Source: an optimization exercise on an open RTL-to-GDS flow (aim: small area, a short achievable clock period and few clock cycles). Production flows keep margins and buffers that such runs may drop.
At most, simulation tests tie the RTL to the original design; equivalence was not proved.
For run 2, only the layout was checked, not whether the RTL still works.
Power is estimated from default activity; no workload was simulated.

[flow/run.sh]
#!/bin/bash
# synth_recipe.tcl (not shown) runs the flow's synth.tcl, then flattens the netlist and writes it again
# the make line also repeats each setting of config.mk as NAME=value (left out here)
make -C /OpenROAD-flow-scripts/flow DESIGN_CONFIG=/design/flow/config.mk WORK_HOME=/design/flow/orfs CLKGATE_MAP_FILE= SYNTH_SCRIPT=/design/flow/synth_recipe.tcl finish
[flow/config.mk]
export PLATFORM = sky130hd
export DESIGN_NAME = bmx_block
export DESIGN_NICKNAME = bmx_block
export VERILOG_FILES = /design/flow/design.v
export SDC_FILE = /design/flow/constraint.sdc
export NUM_CORES = 4
export LEC_CHECK = 0
export CAP_MARGIN = 20
export CORE_MARGIN = 2
export CORE_UTILIZATION = 40
export SLEW_MARGIN = 20
[flow/constraint.sdc]
create_clock -name core_clock -period 10.0 [get_ports {clk}]
set_input_delay 2.0000 -clock core_clock [delete_from_list [all_inputs] [get_ports {clk}]]
set_output_delay 2.0000 -clock core_clock [all_outputs]
set_load 0.01 [all_outputs]
[flow/design.v]
module bmx_block (
    input  wire        clk,
    input  wire        rst,           
    input  wire        cmd_valid,
    output wire        cmd_ready,
    input  wire [39:0] cmd,
    output wire        rsp_valid,
    input  wire        rsp_ready,
    output wire [7:0]  rsp_err,
    output wire [31:0] rsp_res,
    output wire [3:0]  rsp_len,
    output wire [63:0] rsp_out
);
    localparam [3:0] E_OK = 4'd0, E_SIZE = 4'd1, E_DEPTH = 4'd4, E_CREG = 4'd5,
                     E_FMT = 4'd8, E_STATE = 4'd9, E_ILL = 4'd10, E_IDX = 4'd11,
                     E_RANGE = 4'd12;
    localparam [7:0] OP_NOP = 8'h00, OP_RESET = 8'h01, OP_STATUS = 8'h02, OP_CLRERR = 8'h03,
                     OP_HBWR = 8'h10, OP_HBRD = 8'h11, OP_HINIT = 8'h12, OP_HPARSE = 8'h13,
                     OP_HVALID = 8'h14, OP_HSER = 8'h15, OP_HSETF = 8'h16, OP_HGETF = 8'h17,
                     OP_HPALCNT = 8'h18, OP_HFIXREG = 8'h19, OP_HFIXPAL = 8'h1A,
                     OP_PPACK = 8'h20, OP_PUNPACK = 8'h21, OP_PPACK32 = 8'h22, OP_PUNPACK32 = 8'h23,
                     OP_GBPL = 8'h30, OP_GSTRIDE4 = 8'h31, OP_GD2R = 8'h32, OP_GR2D = 8'h33,
                     OP_GF2D = 8'h34, OP_GF2DS = 8'h35, OP_GD2F = 8'h36, OP_GROWOFF = 8'h37,
                     OP_USTART = 8'h40, OP_UPUSH = 8'h41;
    reg [23:0]  h_magic;
    reg [7:0]   h_version, h_depth, h_creg;
    reg [15:0]  h_width, h_height;
    reg [7:0]   h_pal_used, h_pal_start;
    reg [15:0]  h_ds;
    reg [7:0]   h_comp, h_border;
    reg [127:0] h_res;           
    reg [3:0]   q;
    reg [255:0] hb;              
    reg [4:0]   p;
    reg         hb_init;         
    reg         hv, ef, ua;
    reg [3:0]   err_q;
    reg [1:0]   ud;              
    reg [15:0]  u_rem;
    reg [15:0]  bpl_q;           
    reg         h_dirty;         
    reg         gphase;          
    reg [39:0]  c0, c1;
    reg         c0_v, c1_v;
    reg         rv;
    reg [3:0]   err_r;
    reg [31:0]  res_r;
    reg [3:0]   len_r;
    reg [19:0]  out_r;
    assign cmd_ready = !c1_v;
    assign rsp_valid = rv;
    assign rsp_err   = {4'd0, err_r};
    assign rsp_res   = res_r;
    assign rsp_len   = len_r;
    assign rsp_out   = {7'd0, out_r[19], 7'd0, out_r[18], 7'd0, out_r[17], 7'd0, out_r[16],
                        6'd0, out_r[15:14], 6'd0, out_r[13:12], 4'd0, out_r[11:8], out_r[7:0]};
    wire fire     = cmd_valid && !c1_v;
    wire rsp_free = !rv || rsp_ready;
    wire [7:0]  op  = c0[39:32];
    wire [31:0] arg = c0[31:0];
    wire [7:0]  sel = arg[31:24];
    wire [23:0] val = arg[23:0];
    function [7:0] hbyte(input integer i);
        hbyte = hb[8*i +: 8];
    endfunction
    function [3:0] validate(input [23:0] magic, input [7:0] version, input [7:0] depth,
                            input [7:0] creg, input [7:0] pal_used, input [15:0] ds);
        reg dok;
        reg [1:0] lg;
        reg [9:0] min_start;
        begin
            dok = (depth == 8'd1) || (depth == 8'd2) || (depth == 8'd4) || (depth == 8'd8);
            lg  = {depth[3] | depth[2], depth[3] | depth[1]};
            min_start = 10'd32 + {(pal_used == 8'd0) ? 9'd256 : {1'b0, pal_used}, 1'b0};
            if (magic != 24'h584D42)              validate = 4'd2;
            else if (version != 8'd1)             validate = 4'd3;
            else if (!dok)                        validate = 4'd4;
            else if (creg > 8'd3)                 validate = 4'd5;
            else if (creg[1:0] != lg)             validate = 4'd6;
            else if (ds < {6'd0, min_start})      validate = 4'd7;
            else                                  validate = 4'd0;
        end
    endfunction
    function [15:0] bpl_f(input [15:0] w, input [1:0] lg);
        case (lg)
            2'd0:    bpl_f = {3'd0, w[15:3]} + {15'd0, |w[2:0]};
            2'd1:    bpl_f = {2'd0, w[15:2]} + {15'd0, |w[1:0]};
            2'd2:    bpl_f = {1'd0, w[15:1]} + {15'd0, w[0]};
            default: bpl_f = w;
        endcase
    endfunction
    function [16:0] stride_f(input [15:0] w, input [1:0] lg);
        case (lg)
            2'd0:    stride_f = {({4'd0, w[15:5]} + {14'd0, |w[4:0]}), 2'b00};
            2'd1:    stride_f = {({3'd0, w[15:4]} + {14'd0, |w[3:0]}), 2'b00};
            2'd2:    stride_f = {({2'd0, w[15:3]} + {14'd0, |w[2:0]}), 2'b00};
            default: stride_f = {({1'd0, w[15:2]} + {14'd0, |w[1:0]}), 2'b00};
        endcase
    endfunction
    wire [7:0] arg_depth = arg[7:0];
    wire arg_depth_ok = (arg_depth == 8'd1) || (arg_depth == 8'd2) ||
                        (arg_depth == 8'd4) || (arg_depth == 8'd8);
    wire [1:0] arg_lg = {arg_depth[3] | arg_depth[2], arg_depth[3] | arg_depth[1]};
    wire [15:0] arg_width = arg[23:8];
    wire [15:0] bpl_arg = bpl_f(arg_width, arg_lg);
    wire [16:0] stride_arg = stride_f(arg_width, arg_lg);
    wire h_depth_ok = (h_depth == 8'd1) || (h_depth == 8'd2) ||
                      (h_depth == 8'd4) || (h_depth == 8'd8);
    wire [1:0] h_lg = {h_depth[3] | h_depth[2], h_depth[3] | h_depth[1]};
    wire [3:0] verr_h = validate(h_magic, h_version, h_depth, h_creg, h_pal_used, h_ds);
    wire [3:0] verr_d = validate({hbyte(2), hbyte(1), hbyte(0)}, hbyte(3), hbyte(4), hbyte(5),
                                 hbyte(10), {hbyte(13), hbyte(12)});
    wire [255:0] ser_h = {h_res, h_border, h_comp, h_ds[7:0], h_ds[15:8],
                          h_pal_start, h_pal_used, h_height, h_width,
                          h_creg, h_depth, h_version, h_magic};
    wire sel_res = (sel[7:4] == 4'd1);
    reg        sel_ok;
    reg [1:0]  sel_w;            
    reg [23:0] field_val;
    always @* begin
        sel_ok = 1'b1;
        sel_w = 2'd0;
        field_val = 24'd0;
        if (sel_res) field_val = {16'd0, h_res[7:0]};
        else begin
            case (sel)
                8'd0:  begin sel_w = 2'd2; field_val = h_magic; end
                8'd3:  field_val = {16'd0, h_version};
                8'd4:  field_val = {16'd0, h_depth};
                8'd5:  field_val = {16'd0, h_creg};
                8'd6:  begin sel_w = 2'd1; field_val = {8'd0, h_width}; end
                8'd8:  begin sel_w = 2'd1; field_val = {8'd0, h_height}; end
                8'd10: field_val = {16'd0, h_pal_used};
                8'd11: field_val = {16'd0, h_pal_start};
                8'd12: begin sel_w = 2'd1; field_val = {8'd0, h_ds}; end
                8'd14: field_val = {16'd0, h_comp};
                8'd15: field_val = {16'd0, h_border};
                default: sel_ok = 1'b0;
            endcase
        end
    end
    wire set_fits = (sel_w == 2'd2) || (sel_w == 2'd1 && val[23:16] == 8'd0) ||
                    (val[23:8] == 16'd0);
    wire [1:0]  cst = (h_comp == 8'd0) ? 2'd0 : (h_comp == 8'd1) ? 2'd1 : 2'd2;
    wire        dec = hv && (cst == 2'd0);
    wire [31:0] status_word = {u_rem, 2'b00, cst, dec, ua, ef, hv, 4'd0, err_q};
    wire [7:0] ub = arg[7:0];
    wire [3:0] per_byte = 4'd8 >> ud;
    wire       rem_small = (u_rem[15:4] == 12'd0) && (u_rem[3:0] <= per_byte);
    wire [3:0] k = rem_small ? u_rem[3:0] : per_byte;
    wire [15:0] rem_next = u_rem - {12'd0, k};
    reg  [19:0] pix;
    always @* begin
        case (ud)
            2'd0:    pix[7:0] = {7'd0, ub[7]};
            2'd1:    pix[7:0] = {6'd0, ub[7:6]};
            2'd2:    pix[7:0] = {4'd0, ub[7:4]};
            default: pix[7:0] = ub;
        endcase
        case (ud)
            2'd0:    pix[11:8] = {3'd0, ub[6]};
            2'd1:    pix[11:8] = {2'd0, ub[5:4]};
            default: pix[11:8] = ub[3:0];
        endcase
        pix[13:12] = ud[0] ? ub[3:2] : {1'b0, ub[5]};
        pix[15:14] = ud[0] ? ub[1:0] : {1'b0, ub[4]};
        pix[19:16] = {ub[0], ub[1], ub[2], ub[3]};
    end
    wire [15:0] gy = arg[15:0];
    wire [23:0] prod_lo = {16'd0, gy[7:0]} * {8'd0, bpl_q};
    wire [23:0] prod_hi = {16'd0, gy[15:8]} * {8'd0, bpl_q};
    wire [31:0] grow_lo = {16'd0, h_ds} + {8'd0, prod_lo};
    wire [31:0] grow_hi = res_r + {prod_hi, 8'd0};
    reg legal;
    always @* begin
        case (op)
            OP_NOP, OP_RESET, OP_STATUS, OP_CLRERR, OP_HINIT, OP_HVALID, OP_HSER,
            OP_HPALCNT, OP_HFIXREG:                       legal = (arg == 32'd0);
            OP_HBWR, OP_HPARSE, OP_HFIXPAL, OP_GROWOFF,
            OP_PUNPACK, OP_PUNPACK32:                     legal = (arg[31:16] == 16'd0);
            OP_HBRD, OP_GD2R, OP_GR2D, OP_GF2D, OP_GF2DS,
            OP_GD2F, OP_UPUSH:                            legal = (arg[31:8] == 24'd0);
            OP_HSETF, OP_PPACK32:                         legal = 1'b1;
            OP_HGETF:                                     legal = (arg[23:0] == 24'd0);
            OP_PPACK, OP_GBPL, OP_GSTRIDE4, OP_USTART:    legal = (arg[31:24] == 8'd0);
            default:                                      legal = 1'b0;
        endcase
    end
    reg [3:0]  x_err;
    reg [31:0] x_res;
    reg [3:0]  x_len;
    reg        x_write_err;
    reg        wait_c;           
    reg        rot_hb_al, rot_r_al;    
    reg        g_lo;             
    reg        do_reset, do_hinit, do_parse, do_ser, do_hbwr, do_hbacc, do_setf, do_racc;
    reg        do_fixreg, do_fixpal, do_ustart, do_upush;
    reg        hv_set, hv_clr, ef_clr;
    always @* begin
        x_err = E_OK; x_res = 32'd0; x_len = 4'd0;
        x_write_err = 1'b1;
        wait_c = 1'b0; rot_hb_al = 1'b0; rot_r_al = 1'b0; g_lo = 1'b0;
        do_reset = 1'b0; do_hinit = 1'b0; do_parse = 1'b0; do_ser = 1'b0; do_hbwr = 1'b0;
        do_hbacc = 1'b0; do_setf = 1'b0; do_racc = 1'b0;
        do_fixreg = 1'b0; do_fixpal = 1'b0; do_ustart = 1'b0; do_upush = 1'b0;
        hv_set = 1'b0; hv_clr = 1'b0; ef_clr = 1'b0;
        if (!legal) begin
            x_err = E_ILL;
        end else begin
            case (op)
                OP_NOP: ;
                OP_RESET: do_reset = 1'b1;
                OP_STATUS: begin x_res = status_word; x_write_err = 1'b0; end
                OP_CLRERR: ef_clr = 1'b1;
                OP_HBWR: begin
                    if (arg[15:8] > 8'd31) x_err = E_IDX;
                    else if (p != arg[12:8]) begin wait_c = 1'b1; rot_hb_al = 1'b1; end
                    else begin do_hbwr = 1'b1; do_hbacc = 1'b1; end
                end
                OP_HBRD: begin
                    if (arg[7:0] > 8'd31) x_err = E_IDX;
                    else if (p != arg[4:0]) begin wait_c = 1'b1; rot_hb_al = 1'b1; end
                    else begin do_hbacc = 1'b1; x_res = {24'd0, hb[7:0]}; end
                end
                OP_HINIT: begin do_hinit = 1'b1; hv_clr = 1'b1; end
                OP_HPARSE: begin
                    if (arg[15:0] != 16'd32) x_err = E_SIZE;
                    else if (p != 5'd0) begin wait_c = 1'b1; rot_hb_al = 1'b1; end
                    else begin
                        do_parse = 1'b1;
                        if (verr_d != E_OK) begin x_err = verr_d; hv_clr = 1'b1; end
                        else hv_set = 1'b1;
                    end
                end
                OP_HVALID: begin
                    if (verr_h != E_OK) begin x_err = verr_h; hv_clr = 1'b1; end
                    else hv_set = 1'b1;
                end
                OP_HSER: begin
                    if (q != 4'd0) begin wait_c = 1'b1; rot_r_al = 1'b1; end
                    else do_ser = 1'b1;
                end
                OP_HSETF: begin
                    if (!sel_ok) x_err = E_IDX;
                    else if (!set_fits) x_err = E_RANGE;
                    else if (sel_res && q != sel[3:0]) begin wait_c = 1'b1; rot_r_al = 1'b1; end
                    else begin do_setf = 1'b1; do_racc = sel_res; hv_clr = 1'b1; end
                end
                OP_HGETF: begin
                    if (!sel_ok) x_err = E_IDX;
                    else if (sel_res && q != sel[3:0]) begin wait_c = 1'b1; rot_r_al = 1'b1; end
                    else begin x_res = {8'd0, field_val}; do_racc = sel_res; end
                end
                OP_HPALCNT: x_res = (h_pal_used == 8'd0) ? 32'd256 : {24'd0, h_pal_used};
                OP_HFIXREG: begin
                    if (!h_depth_ok) x_err = E_DEPTH;
                    else begin do_fixreg = 1'b1; hv_clr = 1'b1; x_res = {30'd0, h_lg}; end
                end
                OP_HFIXPAL: begin
                    if (arg[15:0] == 16'd0 || arg[15:0] > 16'd256) x_err = E_RANGE;
                    else begin
                        do_fixpal = 1'b1; hv_clr = 1'b1;
                        x_res = 32'd32 + {15'd0, arg[15:0], 1'b0};
                    end
                end
                OP_PPACK, OP_PPACK32: x_res = {20'd0, arg[23:20], arg[15:12], arg[7:4]};
                OP_PUNPACK:   x_res = {8'h00, arg[11:8], 4'h0, arg[7:4], 4'h0, arg[3:0], 4'h0};
                OP_PUNPACK32: x_res = {8'hFF, arg[11:8], 4'h0, arg[7:4], 4'h0, arg[3:0], 4'h0};
                OP_GBPL: begin
                    if (!arg_depth_ok) x_err = E_DEPTH;
                    else x_res = {16'd0, bpl_arg};
                end
                OP_GSTRIDE4: begin
                    if (!arg_depth_ok) x_err = E_DEPTH;
                    else x_res = {15'd0, stride_arg};
                end
                OP_GD2R, OP_GD2F: begin
                    if (!arg_depth_ok) x_err = E_DEPTH;
                    else x_res = {30'd0, arg_lg};
                end
                OP_GR2D: begin
                    if (arg[7:0] > 8'd3) x_err = E_CREG;
                    else x_res = {28'd0, 4'd1 << arg[1:0]};
                end
                OP_GF2D: begin
                    if (arg[7:0] > 8'd3) x_err = E_FMT;
                    else x_res = {28'd0, 4'd1 << arg[1:0]};
                end
                OP_GF2DS: begin
                    if (arg[7:0] > 8'd3) x_res = 32'h0001_0308;
                    else x_res = {22'd0, arg[1:0], 4'd0, 4'd1 << arg[1:0]};
                end
                OP_GROWOFF: begin
                    if (!h_depth_ok) x_err = E_DEPTH;
                    else if (h_dirty) wait_c = 1'b1;
                    else if (!gphase) begin wait_c = 1'b1; g_lo = 1'b1; end
                    else x_res = grow_hi;
                end
                OP_USTART: begin
                    if (!arg_depth_ok) x_err = E_DEPTH;
                    else begin do_ustart = 1'b1; x_res = {16'd0, bpl_arg}; end
                end
                OP_UPUSH: begin
                    if (!ua) x_err = E_STATE;
                    else begin
                        do_upush = 1'b1;
                        x_res = {16'd0, rem_next};
                        x_len = k;
                    end
                end
                default: x_err = E_ILL;
            endcase
        end
        if (x_err != E_OK) x_res = 32'd0;
    end
    wire act  = c0_v && !hb_init;                  
    wire done = act && !wait_c && rsp_free;        
    wire c0_free = !c0_v || done;
    wire rot_hb = act && (rot_hb_al || (done && do_hbacc));
    wire rot_r  = act && (rot_r_al  || (done && do_racc));
    wire [7:0] hb_in = (done && do_hbwr) ? arg[7:0] : hb[7:0];
    wire [7:0] r_in  = (done && do_setf) ? val[7:0] : h_res[7:0];
    always @(posedge clk) begin
        if (!c1_v) c1 <= cmd;
        if (c0_free) c0 <= c1_v ? c1 : cmd;
        if (rst) begin
            c0_v <= 1'b0;
            c1_v <= 1'b0;
        end else begin
            if (c0_free) c0_v <= c1_v || fire;
            c1_v <= c1_v ? !c0_free : (fire && !c0_free);
        end
    end
    always @(posedge clk) begin
        if (rst) begin
            hb_init <= 1'b1;
        end else if (hb_init || (done && do_ser)) begin
            hb <= ser_h;
            p <= 5'd0;
            hb_init <= 1'b0;
        end else begin
            if (done && do_reset) hb_init <= 1'b1;
            if (rot_hb) begin
                hb <= {hb_in, hb[255:8]};
                p <= p + 5'd1;
            end
        end
    end
    always @(posedge clk) begin
        if (rst || (done && (do_reset || do_hinit))) begin
            h_magic     <= 24'h584D42;
            h_version   <= 8'd1;
            h_depth     <= 8'd0;
            h_creg      <= 8'd0;
            h_width     <= 16'd0;
            h_height    <= 16'd0;
            h_pal_used  <= 8'd0;
            h_pal_start <= 8'd0;
            h_ds        <= 16'd0;
            h_comp      <= 8'd0;
            h_border    <= 8'd0;
            h_res       <= 128'd0;
            q           <= 4'd0;
        end else if (done && do_parse) begin
            h_magic     <= {hbyte(2), hbyte(1), hbyte(0)};
            h_version   <= hbyte(3);
            h_depth     <= hbyte(4);
            h_creg      <= hbyte(5);
            h_width     <= {hbyte(7), hbyte(6)};
            h_height    <= {hbyte(9), hbyte(8)};
            h_pal_used  <= hbyte(10);
            h_pal_start <= hbyte(11);
            h_ds        <= {hbyte(13), hbyte(12)};
            h_comp      <= hbyte(14);
            h_border    <= hbyte(15);
            h_res       <= hb[255:128];
            q           <= 4'd0;
        end else begin
            if (done && do_setf && !sel_res) begin
                case (sel)
                    8'd0:  h_magic     <= val;
                    8'd3:  h_version   <= val[7:0];
                    8'd4:  h_depth     <= val[7:0];
                    8'd5:  h_creg      <= val[7:0];
                    8'd6:  h_width     <= val[15:0];
                    8'd8:  h_height    <= val[15:0];
                    8'd10: h_pal_used  <= val[7:0];
                    8'd11: h_pal_start <= val[7:0];
                    8'd12: h_ds        <= val[15:0];
                    8'd14: h_comp      <= val[7:0];
                    8'd15: h_border    <= val[7:0];
                    default: ;
                endcase
            end
            if (done && do_fixreg) h_creg <= {6'd0, h_lg};
            if (done && do_fixpal) begin
                h_pal_used <= arg[7:0];
                h_ds       <= x_res[15:0];
            end
            if (rot_r) begin
                h_res <= {r_in, h_res[127:8]};
                q <= q + 4'd1;
            end
        end
    end
    always @(posedge clk) begin
        bpl_q <= bpl_f(h_width, h_lg);
        h_dirty <= rst || (done && (do_reset || do_hinit || do_parse || do_setf));
        if (rst || (done && do_reset)) begin
            hv     <= 1'b0;
            ef     <= 1'b0;
            ua     <= 1'b0;
            err_q  <= 4'd0;
            ud     <= 2'd0;
            u_rem  <= 16'd0;
            gphase <= 1'b0;
        end else begin
            if (done) begin
                if (x_write_err) err_q <= x_err;
                if (x_err != E_OK) ef <= 1'b1;
                else if (ef_clr)   ef <= 1'b0;
                if (hv_set) hv <= 1'b1;
                else if (hv_clr) hv <= 1'b0;
                if (do_ustart) begin
                    ud    <= arg_lg;
                    u_rem <= arg_width;
                    ua    <= (arg_width != 16'd0);
                end
                if (do_upush) begin
                    u_rem <= rem_next;
                    if (rem_small) ua <= 1'b0;
                end
            end
            if (act && g_lo && rsp_free) gphase <= 1'b1;
            else if (done) gphase <= 1'b0;
        end
    end
    always @(posedge clk) begin
        if (rst) rv <= 1'b0;
        else if (done) rv <= 1'b1;
        else if (rsp_ready) rv <= 1'b0;
        if (done) begin
            err_r <= x_err;
            res_r <= x_res;
            len_r <= x_len;
            out_r <= pix;
        end else if (act && g_lo && rsp_free) begin
            res_r <= grow_lo;
        end
    end
endmodule
==> results.py, run 1 <==
metrics = {
    "global_routing": {
        "grt-ovfl-total": 0,
        "grt_start_max_net_pins": 186,
        "grt_pass1_wl_um": 253000,
        "grtUsageMet1_pct": 36.9,
        "grt_util_met2_pct": 41.8,
        "grt_util_met3_pct": 5.88,
        "top_usage_layer": "met2",
        "grt_pass1_vias": 38500,
        "grt.total_usage_pct": 27.7,
        "antenna_found_initial": 9,
    },
    "setup_path": {
        "crit_family": "adder cells",
        "crit_path_start_kind": "flip-flop",
        "crit_type": "flip-flop to flip-flop",
        "path_cells": "and2_1 -> fa_1 -> fa_1 -> fa_1 -> inv_1 -> fa_1 -> inv_1 -> ha_1 -> a211oi_1 -> o211ai_1 -> nand2_1 -> o211ai_1 -> a21o_1 -> a21oi_1 -> xnor2_1 -> ha_1 -> and3_1 -> and3_1 -> a21oi_1 -> o211ai_1 -> a21oi_1 -> nor2b_1 -> or4_1 -> a31oi_1",
        "crit_path_end_kind": "flip-flop",
        "cp_max_fo": 19,
        "path_buf_inv": 2,
        "worst_ep_required_time_ns": 10.54,
        "crit_arrival_ns": 7.72,
        "cpMaxStageDelayCell": "edfxtp_1",
        "crit_top_cell": "fa_1",
        "crit_path_max_incr_delay_ns": 0.85,
    },
    "final_layout": {
        "stdcell_area_um2": 51600,
        "final_core_util_pct": 44.4,
        "drive_gt1_share_pct": 6.19,
        "instances_no_fill": 6796,
        "fillerInstances": 11500,
        "nets": 5604,
        "area_growth_pct": 9.94,
    },
    "synthesis": {
        "netlist_area_um2": 47000,
        "synth_seq_area_share_pct": 37.9,
        "synth-edff-count": 361,
        "ys_top_cells_by_area": "edfxtp_1, dfxtp_1, nand2_1",
        "synth_top_cell_by_area": "edfxtp_1",
        "syn_area_per_cell_um2": 8.85,
        "yosys_warnings": 1,
        "netlist.area_leader.share_pct": 23.1,
        "async_flop_share_pct": 0,
        "synth_cells": 5304,
        "synth_cell_types": 98,
        "ys.flop_type": "edfxtp_1",
        "ys_ff_latch": 708,
    },
    "pwr": {
        "leakagePower_nw": 20.2,
        "p_total_mw": 6.98,
        "powerDensity_nw_per_um2": 135,
        "ir_drop_v": 0.000148,
    },
    "timing": {
        "timing.final.crit_share_pct": 71.8,
        "final.setup.tns_ns": 0,
        "period_needed_ns": 7.18,
        "rsz0062_at_grt": "no",
        "setup_viol": 0,
        "tightest_slew_ns": 1.22,
        "hold_violations": 0,
        "slew_viol_final": 0,
        "skew_ns": 0.0548,
        "slew-limit-headroom_pct": 18.8,
        "timing.fmax_mhz": 139,
    },
    "die": {
        "row_count": 125,
        "die_area_um2": 120000,
        "start_util_pct": 40.4,
        "core_um2": 116000,
        "ios": 154,
        "fp.dieW_um": 347,
        "die-height_um": 347,
    },
    "clock_tree": {
        "cts.path.max_buffers": 3,
        "cts_root_buffer": "clkbuf_16",
        "cts-htree-levels": 3,
        "cts_resized": 0,
        "clkTransAtPathRegs_ns": 0.06,
        "numCtsBuffers": 80,
        "post_cts_buffers": 0,
        "clkLatencyLatePin_ns": 0.69,
        "cts_tree": "built",
        "hold_buffers": 0,
        "clock-sinks": 708,
    },
    "worst_hold_path": {
        "hold_path.class": "flip-flop to flip-flop",
    },
    "drt": {
        "drtAntennaViolNets": 0,
        "drt_iter0_drc": 5178,
        "route.detailed.drc": 0,
        "detail_route.wl_per_cell_um": 25.2,
        "via_per_inst": 5.99,
        "num_vias": 40700,
        "wl_um": 171000,
        "dr.pass1.iters": 9,
    },
    "placed_design": {
        "post-dp-hpwl_um": 122000,
        "routabilityCongestion": 1.01,
        "dpl.cell_count": 6642,
        "dpl-instance-area_um2": 48900,
        "port_buffers": 105,
    },
    "status": {
        "outcome": "no timing/DRC/antenna violations",
    },
    "run": {
        "max_cap_viol_count": 0,
    },
}
## Yosys cell counts (all sizes together), types with 164 or more instances
cell	number
edfxtp	361
dfxtp	347
mux2i	164
inv	272
nand2	1120
ha	173
nor2	241
clkbuf	235
fa	186
buf	179
a21oi	342
o21ai	318
## flip-flops by register name, indices dropped and copies added, names as in the netlist, 5 cells and up
name / count
bpl_q: 16
c0: 40
c1: 40
h_border: 8
h_comp: 8
h_creg: 8
h_depth: 8
h_ds: 16
h_height: 16
h_magic: 24
h_pal_start: 8
h_pal_used: 8
h_res: 128
h_version: 8
h_width: 16
hb: 256
out_r: 20
p: 5
res_r: 32
u_rem: 16
## placed cells by master (no fill, tap or decap), types with 16 or more instances in the layout
cell type	n
mux2i_1	164
fa_1	186
conb_1	48
nand3_1	96
nor3_1	75
a31oi_1	32
nor2b_1	23
xor2_1	69
nand4_1	31
ha_1	173
nand2b_1	16
clkbuf_16	82
a21oi_1	340
nor2_1	238
o22ai_1	37
nor4_1	43
and2_1	155
a211oi_1	74
a222oi_1	21
edfxtp_1	361
clkdlybuf4s50_1	105
xnor2_1	108
dfxtp_1	346
mux2_2	68
o211ai_1	26
clkbuf_1	22
nor4b_1	16
o21ai_0	304
buf_4	72
inv_1	271
nand2_1	1119
and3_1	31
a22oi_1	113
a21o_1	31
a221oi_1	29
## path summary, 6_finish.rpt
| check | startpoint | to | slack, ns | depth (start not counted) |
|---|---|---|---|---|
| worst max-delay path | c0[12] | res_r[30] | 2.82 | 24 |
| worst min-delay path | c1[34] | c1[34] | 0.47 | 1 |
| worst max register to register | c0[12] | res_r[30] | 2.82 | 24 |
| worst min register to register | c1[34] | c1[34] | 0.47 | 1 |
## area by class of cell
class	instances	area (um^2)	share of cell area, %
clock inverter	32	377	0.730
sequential	708	17800	34.5
multi-input combinational	3955	26500	51.3
tap	1524	1910	3.69
inverter	274	1030	1.99
antenna	3	7.51	0.0145
timing repair buffer	182	1690	3.27
clock buffer	118	2330	4.51
## per-stage QoR
step	hold slack, ns	worst slack (ns)
after floorplan	0.421	1.88
after global placement	0.454	2.99
after detailed placement	0.459	2.92
after CTS	0.472	2.91
after global routing	0.484	2.32
final	0.470	2.82
## report_power, final
group / internal (mW) / switching, mW / leakage [nW]
combinational: 0.187 / 0.466 / 12.6
sequential: 3.15 / 0.119 / 6.28
clock: 1.76 / 1.30 / 1.32
## logic make-up (layout without fill, tap and decap cells)
family	count (synthesis)	after routing	synth area share, %
xor+xnor	178	178	3.35
compound gates	1177	1177	15.7
buf+inv	688	606	6.30
flops	708	708	37.9
fa+ha+maj	359	359	12.5
other cells	1	51	0.00799
simple gates	1961	1961	19.1
mux	232	232	5.13
## layer usage
layer	vias up	part of all wire, %
met1	19900	41
met3	486	9.3
met2	2066	44
met4	8	6.2
li1	18300	-
met5	-	0.035
Testbench counts, summed over its fixed seeds: cycles 6,545.
==> run 2: changes to the inputs <==
--- a/flow/design.v
+++ b/flow/design.v
@@ -169,6 +169,5 @@
     wire [15:0] gy = arg[15:0];
-    wire [23:0] prod_lo = {16'd0, gy[7:0]} * {8'd0, bpl_q};
-    wire [23:0] prod_hi = {16'd0, gy[15:8]} * {8'd0, bpl_q};
-    wire [31:0] grow_lo = {16'd0, h_ds} + {8'd0, prod_lo};
-    wire [31:0] grow_hi = res_r + {prod_hi, 8'd0};
+    wire [7:0]  gy_half = gphase ? gy[15:8] : gy[7:0];
+    wire [23:0] prod = {16'd0, gy_half} * {8'd0, bpl_q};
+    wire [31:0] grow = (gphase ? res_r : {16'd0, h_ds}) + (gphase ? {prod, 8'd0} : {8'd0, prod});
     reg legal;
@@ -296,3 +295,3 @@
                     else if (!gphase) begin wait_c = 1'b1; g_lo = 1'b1; end
-                    else x_res = grow_hi;
+                    else x_res = grow;
                 end
@@ -447,3 +446,3 @@
         end else if (act && g_lo && rsp_free) begin
-            res_r <= grow_lo;
+            res_r <= grow;
         end
--- a/flow/config.mk
+++ b/flow/config.mk
@@ -7,2 +7,3 @@
 export LEC_CHECK = 0
+export ABC_CLOCK_PERIOD_IN_PS = 4000
 export CAP_MARGIN = 20
@@ -10,2 +11,3 @@
 export CORE_UTILIZATION = 40
+export SETUP_SLACK_MARGIN = 5
 export SLEW_MARGIN = 20
==> results.py, run 2 <==
metrics = {
    "status": {
        "outcome": "no timing/DRC/antenna violations",
    },
    "timing": {
        "timing.final.crit_share_pct": 69.0,
        "skew_ns": 0.0323,
        "slew-limit-headroom_pct": 14.5,
        "tightest_slew_ns": 1.27,
        "slew_viol_final": 0,
        "setup_viol": 0,
        "final.setup.tns_ns": 0,
        "timing.fmax_mhz": 145,
        "hold_ws_ns": 0.472,
        "period_needed_ns": 6.90,
        "setup_slack_ns": 3.10,
        "hold_violations": 0,
        "rsz0062_at_grt": "yes",
    },
    "placed_design": {
        "post-place-ws_ns": 2.14,
        "routabilityCongestion": 1.02,
        "dpl.cell_count": 6394,
        "dpl-instance-area_um2": 46700,
        "port_buffers": 105,
        "post-dp-hpwl_um": 111000,
    },
    "synthesis": {
        "synth_common_cells": "nand2_1, nor2_1, edfxtp_1, dfxtp_1, a21oi_1",
        "ys.flop_type": "edfxtp_1",
        "synth_cells": 5083,
        "synth-edff-count": 361,
        "netlist_area_um2": 44600,
        "ys_ff_latch": 708,
        "synth_top_cell_by_area": "edfxtp_1",
        "ys_top_cells_by_area": "edfxtp_1, dfxtp_1, nand2_1",
        "syn_area_per_cell_um2": 8.77,
        "yosys_warnings": 1,
        "synth_cell_types": 105,
        "netlist.area_leader.share_pct": 24.3,
        "async_flop_share_pct": 0,
        "yosysMostFrequentCell": "nand2_1",
        "synth_seq_area_share_pct": 39.9,
    },
    "setup_path": {
        "cp_max_fo": 5,
        "r2r_start": "c0[4]",
        "crit_type": "flip-flop to flip-flop",
        "worst_ep_required_time_ns": 10.46,
        "crit_family": "adder cells",
        "crit_arrival_ns": 7.37,
        "crit_path_start_kind": "flip-flop",
        "cpMaxStageDelayCell": "fa_1",
        "crit_path_end_kind": "flip-flop",
        "crit_path_max_incr_delay_ns": 0.54,
        "path_buf_inv": 6,
        "crit_start": "c0[4]",
    },
    "final_layout": {
        "stdcell_area_um2": 52200,
        "drive_gt1_share_pct": 15.6,
        "reg_top3": "hb: 256 flops, h_res: 128 flops",
        "instances_no_fill": 6690,
        "final_common_cell": "nand2_1",
        "nets": 5395,
        "largest_reg_flops": 256,
        "final_core_util_pct": 47.2,
        "layout_common_cells": "nand2_1, nor2_1, edfxtp_1",
        "largest_register": "hb",
        "area_growth_pct": 17.1,
    },
    "drt": {
        "drt_iter0_drc": 4964,
        "wl_um": 168000,
        "route.detailed.drc": 0,
        "via_per_inst": 6.03,
        "num_vias": 40300,
        "dr.pass1.iters": 11,
        "drtAntennaViolNets": 0,
        "detail_route.wl_per_cell_um": 25.1,
    },
    "pwr": {
        "leakagePower_nw": 19.6,
        "p_total_mw": 6.95,
        "ir_drop_v": 0.000116,
        "powerDensity_nw_per_um2": 133,
    },
    "clock_tree": {
        "cts.path.max_buffers": 3,
        "cts-htree-levels": 3,
        "clkLatencyLatePin_ns": 0.67,
        "numCtsBuffers": 80,
        "cts_root_buffer": "clkbuf_16",
        "cts_tree": "built",
        "hold_buffers": 0,
        "clock-sinks": 708,
        "clkTransAtPathRegs_ns": 0.07,
    },
    "global_routing": {
        "grt-ovfl-total": 0,
        "grt_pass1_vias": 37800,
        "grt.total_usage_pct": 28.3,
        "grt_start_max_net_pins": 165,
        "grt_pass1_wl_um": 246000,
        "antenna_found_initial": 3,
    },
    "die": {
        "core_um2": 111000,
        "die-height_um": 338,
        "fp.dieW_um": 338,
        "start_util_pct": 40.3,
        "row_count": 122,
        "ios": 154,
        "die_area_um2": 114000,
    },
    "run": {
        "max_cap_viol_count": 0,
    },
    "worst_hold_path": {
        "hold_path.class": "flip-flop to flip-flop",
        "worstHoldStart": "c1[26]",
    },
}
==> run 2: per-layer routing <==
| layer | up-vias | routed length (um) | share of wire [%] | track usage, % |
|---|---|---|---|---|
| met3 | 457 | 16200 | 9.6 | 5.62 |
| met2 | 2039 | 73500 | 44 | 43.3 |
| li1 | 18000 | - | - | - |
| met4 | 2 | 9110 | 5.4 | 13.9 |
| met5 | - | 20 | 0.012 | 0 |
| met1 | 19800 | 68800 | 41 | 38.2 |
==> run 2: what timing repair did <==
item                       4_1_cts  5_1_grt
setup endpoints to repair      692      630
gates cloned                     5        3
pin swaps                      133       69
resized for setup              194      100
setup buffers                   95       41
==> run 2: power by group <==
group          internal, mW  switching (mW)
registers              3.15          0.0751
logic                 0.222           0.488
clock network          1.72            1.30
==> run 2: logic make-up (layout without fill, tap and decap cells) <==
logic type	count (synthesis)	in the layout	share of synthesized area, %
AND/OR/NAND/NOR	2249	2250	22.5
AO/OA/AOI/OAI	1027	1030	17.5
flip-flops	708	708	39.9
buffers and inverters	588	652	6.17
adder cells (fa/ha/maj)	219	219	7.60
XOR/XNOR	158	158	3.11
multiplexers	133	134	3.23
other	1	51	0.00842
==> run 2: worst paths after layout <==
check / end / slack, ns / cells past startpoint
worst min register to register: c1[26] / 0.47 / 1
worst max-delay path: res_r[31] / 3.10 / 31
worst min-delay path: c1[26] / 0.47 / 1
worst max register to register: res_r[31] / 3.10 / 31
==> run 2: layout make-up <==
type | instances | area (um^2)
diodes | 3 | 7.51
clock buffers | 113 | 2290
clock inverters | 36 | 383
fillers | 10600 | 58400
inverters | 176 | 672
multi-input cells | 3839 | 25900
flip-flops and latches | 708 | 17800
well taps | 1488 | 1860
repair buffers | 327 | 3250

port drivers added, routing unchanged:
The flow's constraints put no driver on any port. The routed layouts listed below were extracted and timed again, unchanged, in two steps.
Step 1, drivers: a clkbuf_16 drives clk and a buf_2 each remaining input, both assumed.
Step 2 times the ports against the registers' clock, not the clock port: input delays grow and output delays shrink by t, the midpoint of the rising clock arrivals with the driver on.
a / b / c = ideal ports / drivers / drivers and shift; a / b = the first two.
run | shift t [ns] | setup slack, ns | worst hold slack (ns) | worst setup path after step 2 | worst register clock-pin slew, ns
run 1 | 0.736 | 2.816 / 2.816 / 2.816 | 0.470 / 0.470 / 0.470 | register to register | 0.07 / 0.07
run 2 | 0.732 | 3.095 / 3.095 / 3.095 | 0.472 / 0.472 / 0.472 | register to register | 0.07 / 0.07
After both steps every run listed still meets setup and hold.
